Background: an optimization exercise with open tools, aiming at small area, a short achievable clock period and few clock cycles per item. Do not read the settings as production practice. Power and IR drop assume default switching activity.

== rev 12 ==
## crsf_parser
module crsf_parser (
    input  wire       clk,
    input  wire       rst,         
    input  wire       in_valid,
    output wire       in_ready,
    input  wire [7:0] in_data,
    input  wire       in_last,     
    output wire       out_valid,
    input  wire       out_ready,
    output wire [7:0] out_data,
    output wire       out_last,    
    output wire       st_valid,
    output wire [7:0] st_aux,      
    output wire [5:0] st_level     
);
    localparam QD = 3;             
    function automatic [7:0] crc8_step(input [7:0] c, input [7:0] b);
        integer i;
        reg [7:0] v;
        begin
            v = c ^ b;
            for (i = 0; i < 8; i = i + 1)
                v = v[7] ? ((v << 1) ^ 8'hD5) : (v << 1);
            crc8_step = v;
        end
    endfunction
    function automatic is_sync(input [7:0] b);
        is_sync = (b == 8'hC8) || (b == 8'hEA) || (b == 8'hEC) || (b == 8'hEE);
    endfunction
    function automatic [7:0] sync_byte(input [1:0] code);
        sync_byte = {2'b11, code != 2'd0, 2'b01, code, 1'b0};
    endfunction
    reg  [7:0] mem [0:63];
    integer    mi;
    reg  [7:0] w_lo, w_hi;
    reg  [7:0] wd;
    reg        wv;
    reg        rdy;
    reg  [5:0] wptr;         
  ...
Settings: LEC_CHECK=0, CAP_MARGIN=20, CORE_MARGIN=2, CORE_UTILIZATION=42, CTS_BUF_LIST=sky130_fd_sc_hd__clkbuf_16, CTS_CLUSTER_DIAMETER=300, CTS_CLUSTER_SIZE=26, SETUP_SLACK_MARGIN=2.8, SLEW_MARGIN=20, TNS_END_PERCENT=100; clock period 5.0 ns.
run.sh (not shown) runs the stock make flow with config.mk's settings and CLKGATE_MAP_FILE= SYNTH_SCRIPT=/design/flow/synth_recipe.tcl, a recipe that flattens the netlist after the stock synthesis.
Setup changes, rev 12 to rev 13
diff --git a/flow/design.v b/flow/design.v
--- a/flow/design.v
+++ b/flow/design.v
@@ -27,19 +27,17 @@
     function automatic is_sync(input [7:0] b);
         is_sync = (b == 8'hC8) || (b == 8'hEA) || (b == 8'hEC) || (b == 8'hEE);
     endfunction
     function automatic [7:0] sync_byte(input [1:0] code);
         sync_byte = {2'b11, code != 2'd0, 2'b01, code, 1'b0};
     endfunction
     reg  [7:0] mem [0:63];
     integer    mi;
-    reg  [7:0] w_lo, w_hi;
-    reg  [7:0] wd;
-    reg        wv;
+    reg  [7:0] w_lo, w_hi;   
     reg        rdy;
     reg  [5:0] wptr;         
     reg  [5:0] cptr;         
     reg  [5:0] rptr;         
     reg  [5:0] lvl;          
     reg  [1:0] scode;        
     reg  [5:0] flen;         
     reg  [7:0] crc;          
@@ -116,22 +114,19 @@
     assign in_ready  = rdy;
     assign out_valid = ov;
     assign out_data  = od;
     assign out_last  = ol;
     assign st_valid  = st_q;
     assign st_aux    = {q_aux[0], st_nf};
     assign st_level  = q_lvl[0];
     always @(posedge clk) begin
-        wd   <= lvl1 ? {scode, in_data[5:0]} : in_data;
-        w_lo <= 8'd1 << wptr[2:0];
-        w_hi <= 8'd1 << wptr[5:3];
         for (mi = 0; mi < 64; mi = mi + 1)
-            if (wv && w_hi[mi / 8] && w_lo[mi % 8])
-                mem[mi] <= wd;
+            if (rdy && w_hi[mi / 8] && w_lo[mi % 8])
+                mem[mi] <= lvl1 ? {scode, in_data[5:0]} : in_data;
         for (gj = 0; gj < 4; gj = gj + 1) begin
             gt = 8'd0;
             for (gk2 = 0; gk2 < 16; gk2 = gk2 + 1)
                 gt = gt | (mem[gj*16 + gk2] & {8{rsel[gk2]}});
             g[gj] <= gt;
         end
         gsel <= rptr[5:4];
         gk   <= i_ph;
@@ -173,17 +168,18 @@
                 q_lvl[qi] <= lvl;
                 q_mrk[qi] <= cptr;
             end
         end
         if (rst) begin
             rdy    <= 1'b0;
             wptr   <= 6'd0;
             rew    <= 1'b0;
-            wv     <= 1'b0;
+            w_lo   <= 8'd1;
+            w_hi   <= 8'd1;
             cptr   <= 6'd0;
             rptr   <= 6'd0;
             rsel   <= 16'd1;
             lvl    <= 6'd0;
             s0     <= 1'b1;
             s1     <= 1'b0;
             sb     <= 1'b0;
             sc     <= 1'b0;
@@ -196,17 +192,25 @@
             sv     <= 1'b0;
             gv     <= 1'b0;
             i_ph   <= 2'd0;
         end else begin
             pend <= pend_n;
             rdy <= (in_take ? (occ <= 6'd61) : (occ <= 6'd62)) &&
                    !(pend_n && qv_n[QD-1] && !st_set);
             rew <= in_take && sc && !x_ok;
-            wv <= rdy;
+            if (rew) begin
+                wptr <= cptr;
+                w_lo <= 8'd1 << cptr[2:0];
+                w_hi <= 8'd1 << cptr[5:3];
+            end else if (in_take && adv_w) begin
+                w_lo <= {w_lo[6:0], w_lo[7]};
+                if (w_lo[7])
+                    w_hi <= {w_hi[6:0], w_hi[7]};
+            end
             if (rew)
                 wptr <= cptr;
             else if (in_take)
                 wptr <= wptr_n;
             if (in_take) begin
                 cptr <= cptr_n;
                 lvl  <= lvl_n;
                 s0   <= n_s0;
@@ -218,18 +222,18 @@
                 c_drop <= cdrop_n;
             end
             qv   <= qv_n;
             st_q <= st_set;
             gv <= issue;
             if (st_set)
                 st_nf <= st_q ? 6'd0 : o_nf;
             if (st_q)
-                o_nf <= {5'd0, gv && gk == K_SYNC};
-            else if (gv && gk == K_SYNC && o_nf != 6'd63)
+                o_nf <= {5'd0, (gv && gk == K_SYNC) || (issue && i_ph == K_SYNC)};
+            else if (issue && i_ph == K_SYNC && o_nf != 6'd63)
                 o_nf <= o_nf + 6'd1;
             if (issue) begin
                 if (i_ph != K_SYNC) begin
                     rptr <= rptr + 6'd1;
                     rsel <= {rsel[14:0], rsel[15]};
                 end
                 i_ph <= (i_ph == K_SYNC) ? K_LEN :
                         (i_ph == K_LEN)  ? K_BODY :
Results
- Post-CTS resize count was lower in rev 12 than in rev 13.
- Changes observed in rev 13 relative to rev 12: utilization after layout went up 0.61 points, overall via count from detail_route increased about 5%, shortest period the worst path allows picked up an extra 0.017 ns, pin slew with the least headroom to its limit went down 0.29 ns, initial detailed-routing violation count decreased 11%.
- in_data[1] as the worst setup path startpoint was reported by rev 13, and st_q$_SDFF_PP0_ by rev 12.
- Rev 13 vs rev 12, end of the critical path: w_lo[2]$_SDFFE_PP0P_ vs st_nf[0]$_SDFFCE_PP0P_
- Going from rev 12 to rev 13, final instance area grows by 450 sq um.
- Sort rev 13 and rev 12 by total net switching power desc -> top: rev 12
No functional check of the RTL was part of any run of this note.

==> port drivers added, routing unchanged <==
Ports are ideal in the flow. The routed layouts listed here were re-timed in OpenROAD.
Step 1 assumes that a clkbuf_16 drives the clock port and a buf_2 every other input.
Step 2 times the ports against the registers' clock, not the clock port: input delays grow and output delays shrink by t, the midpoint of the rising clock arrivals with the driver on.
Slacks: ideal ports / drivers / drivers and shift; pairs: ideal ports / drivers.
run	shift t [ns]	setup slack, ns	latest minus earliest clock arrival (ns)	slew at the worst register clock pin (ns)	pins driven straight from the clock port
rev 12	0.682	2.619 / 2.619 / 2.188	0.026 / 0.026	0.11 / 0.11	1
rev 13	0.683	2.602 / 2.621 / 1.938	0.018 / 0.018	0.11 / 0.11	1
After both steps every run listed still meets setup and hold. For rev 13, which loses most, drivers alone change the setup slack by +0.019 ns; drivers and shift together by -0.664 ns.
